Source: an optimization exercise on an open RTL-to-GDS flow (aim: small area). Production flows keep margins and buffers that such runs may drop. Function was checked by simulation only, so behaviour that the tests miss may differ from the original. Power and IR drop assume default switching activity.

==> flow/design.v (excerpt) <==
module servo_mux (
    input  wire        clk,
    input  wire        rst,           
    input  wire        tick,          
    input  wire        host_valid,    
    input  wire        host_kind,     
    input  wire [27:0] host_word,
    output wire        host_ready,    
    output wire        resp_valid,
    output wire [7:0]  rdata,
    output wire [1:0]  status,
    output wire [15:0] result,
    output wire [3:0]  pin
);
For scale: ~65 I/O pins, ~0.0042 mm² of cells after synthesis.
==> flow/config.mk <==
export PLATFORM = sky130hd
export DESIGN_NAME = servo_mux
export DESIGN_NICKNAME = servo_mux
export VERILOG_FILES = /design/flow/design.v
export SDC_FILE = /design/flow/constraint.sdc
export NUM_CORES = 4
export LEC_CHECK = 0
export CAP_MARGIN = 20
export CORE_MARGIN = 2
export CORE_UTILIZATION = 40
export SLEW_MARGIN = 20
==> flow/constraint.sdc <==
create_clock -name core_clock -period 25.0 [get_ports {clk}]
set_input_delay 5.0000 -clock core_clock [delete_from_list [all_inputs] [get_ports {clk}]]
set_output_delay 5.0000 -clock core_clock [all_outputs]
set_load 0.01 [all_outputs]
standard.sh (not shown) runs the stock make flow with config.mk's settings and CLKGATE_MAP_FILE= SYNTH_SCRIPT=/design/flow/synth_recipe.tcl, a recipe that flattens the netlist after the stock synthesis.
==> flow/flow/run.sh <==
#!/bin/bash
# Layout flow: the standard flow (standard.sh) with three changes.
#  1. Synthesis is ORFS's synthesis run by synth_recipe.tcl, with ABC's
#     mapping script replaced by an area-oriented one (abc_map.script) and
#     without ORFS's full-adder extraction. Registers and their names are
#     those of the standard synthesis.
#  2. Ports are buffered with sky130_fd_sc_hd__buf_1 cells.
#  3. Clock tree synthesis uses small clock buffers and no dummy loads.
# Each tool's output goes to a log file of its own in the work folder.
set -euo pipefail
W=$(pwd)
F=$W/flow

# synthesis script: synth_recipe.tcl with ABC's script swapped
{
  cat <<EOT
proc abc {args} {
  set i [lsearch -exact \$args -script]
  if { \$i >= 0 } { set args [lreplace \$args \$i [expr {\$i + 1}] -script $F/abc_map.script] }
  yosys abc {*}\$args
}
EOT
  cat $W/synth_recipe.tcl
} > $W/flow_synth.tcl

bash $W/standard.sh SYNTH_SCRIPT=$W/flow_synth.tcl ADDER_MAP_FILE= synth > $W/synth.log 2>&1

bash $W/standard.sh \
  "BUFFER_PORTS_ARGS=-buffer_cell sky130_fd_sc_hd__buf_1" \
  "CTS_ARGS=-sink_clustering_enable -repair_clock_nets -sink_clustering_size 64 -sink_clustering_max_diameter 400 -buf_list {sky130_fd_sc_hd__clkbuf_16} -dont_use_dummy_load" \
  finish > $W/layout.log 2>&1
==> flow/flow/abc_map.script <==
strash
&get -n
&dch -f
&nf -a -R 1000 -p
&put
topo
==> next run, changes <==
--- a/flow/flow/run.sh
+++ b/flow/flow/run.sh
@@ -29,3 +29,3 @@
   "BUFFER_PORTS_ARGS=-buffer_cell sky130_fd_sc_hd__buf_1" \
-  "CTS_ARGS=-sink_clustering_enable -repair_clock_nets -sink_clustering_size 64 -sink_clustering_max_diameter 400 -buf_list {sky130_fd_sc_hd__clkbuf_16} -dont_use_dummy_load" \
+  "CTS_ARGS=-repair_clock_nets -buf_list {sky130_fd_sc_hd__clkbuf_4} -dont_use_dummy_load" \
   finish > $W/layout.log 2>&1
=> The changed run went through all stages and came out clean; power shrinks by 20%; first-iteration DRC count grows by 33%; via count grows by 1.5%; wire length shrinks by 1.1%; clock power shrinks by 53%; clock skew grows by 19 ps; synthesized area stays the same; final area shrinks by 3.3%; maximum frequency shrinks by 1.4%.
==> next run, changes <==
--- a/flow/flow/run.sh
+++ b/flow/flow/run.sh
@@ -29,3 +29,3 @@
   "BUFFER_PORTS_ARGS=-buffer_cell sky130_fd_sc_hd__buf_1" \
-  "CTS_ARGS=-repair_clock_nets -buf_list {sky130_fd_sc_hd__clkbuf_4} -dont_use_dummy_load" \
+  "CTS_ARGS=-sink_clustering_enable -repair_clock_nets -buf_list {sky130_fd_sc_hd__clkbuf_2 sky130_fd_sc_hd__clkbuf_4} -dont_use_dummy_load" \
   finish > $W/layout.log 2>&1
Outcome: First-iteration DRC count is unchanged; setup slack stays the same; count of clock-buffer cells in the layout is unchanged; cell area is unchanged.

== v6 ==
Another version of the RTL of servo_mux (not shown whole).
Size: about 61 flip-flops, about 65 I/O pins, about 4100 µm² of cells after synthesis.
Settings: LEC_CHECK=0, CAP_MARGIN=20, CORE_MARGIN=2, CORE_UTILIZATION=40, SLEW_MARGIN=20; clock period 25.0 ns.
==> flow/flow/run.sh <==
#!/bin/bash
# Layout flow: the standard flow (standard.sh) with three changes.
#  1. Synthesis is ORFS's synthesis run by synth_recipe.tcl, with ABC's
#     mapping script replaced by an area-oriented one (abc_map.script) and
#     without ORFS's full-adder extraction; outputs that share a net get
#     sky130_fd_sc_hd__buf_1 buffers. Registers and their names are those of
#     the standard synthesis.
#  2. Ports are buffered with sky130_fd_sc_hd__buf_1 cells.
#  3. Clock tree synthesis uses small clock buffers and no dummy loads.
# Each tool's output goes to a log file of its own in the work folder.
set -euo pipefail
W=$(pwd)
F=$W/flow

# synthesis script: synth_recipe.tcl with ABC's script swapped
{
  cat <<EOT
proc abc {args} {
  set i [lsearch -exact \$args -script]
  if { \$i >= 0 } { set args [lreplace \$args \$i [expr {\$i + 1}] -script $F/abc_map.script] }
  yosys abc {*}\$args
}
EOT
  cat $W/synth_recipe.tcl
} > $W/flow_synth.tcl

bash $W/standard.sh SYNTH_SCRIPT=$W/flow_synth.tcl ADDER_MAP_FILE= \
  "MIN_BUF_CELL_AND_PORTS=sky130_fd_sc_hd__buf_1 A X" synth > $W/synth.log 2>&1

bash $W/standard.sh \
  "BUFFER_PORTS_ARGS=-buffer_cell sky130_fd_sc_hd__buf_1" \
  "CTS_ARGS=-sink_clustering_enable -repair_clock_nets -buf_list {sky130_fd_sc_hd__clkbuf_2 sky130_fd_sc_hd__clkbuf_4} -dont_use_dummy_load" \
  finish > $W/layout.log 2>&1
Scripts as last shown in full above: flow/flow/abc_map.script
v6 | status: complete | timing, DRC, antenna: pass
Input changes introduced in v7 (baseline for comparison: v6):
diff --git a/flow/flow/run.sh b/flow/flow/run.sh
--- a/flow/flow/run.sh
+++ b/flow/flow/run.sh
@@ -31 +31 @@
-  "BUFFER_PORTS_ARGS=-buffer_cell sky130_fd_sc_hd__buf_1" \
+  "BUFFER_PORTS_ARGS=-buffer_cell sky130_fd_sc_hd__buf_1" GPL_TIMING_DRIVEN=0 \
==> run summary <==
- v7 ended with every stage complete and zero timing, DRC or antenna violations.
- Delta (v7 minus v6): utilization now sits at about the same level, via count now sits higher, power dissipated by switching net loads now sits higher.
- Going from v6 to v7, switching share of power grows by 0.33 points.
- Relative to v6, the minimum clock period of v7 is higher by 250 ps.
- Looking at worst hold slack, v7 sits 4.3 ps below v6.
- The total power of v7 and that of v6 are within noise of each other.
- The combinational fraction of design power was comparable across v7 and v6.

-- re-timing with driven ports --
The results above use ideal ports. As a check the final layouts listed here were re-extracted and re-timed, cells and wires unchanged. Step 1 assumes that a clkbuf_16 drives the clock port and a buf_2 every other input. Step 2 also shifts input and output timing later by t, the mid clock arrival at the registers, as if the neighbouring blocks saw the same clock. Slacks: ideal ports / drivers / drivers and shift; pairs: ideal ports / drivers.
| run | t (ns) | slack for setup (ns) | worst setup path at the end |
|---|---|---|---|
| the first run of note 1 | 0.362 | 13.799 / 13.765 / 14.127 | register to output |
| the second run of note 1 | 0.427 | 13.636 / 13.610 / 14.037 | register to output |
| the third run of note 1 | 0.427 | 13.636 / 13.610 / 14.037 | register to output |
| v6 | 0.429 | 14.205 / 14.175 / 14.604 | register to output |
| v7 | 0.439 | 13.953 / 13.924 / 14.363 | register to output |
After both steps setup and hold are still met in every run listed.
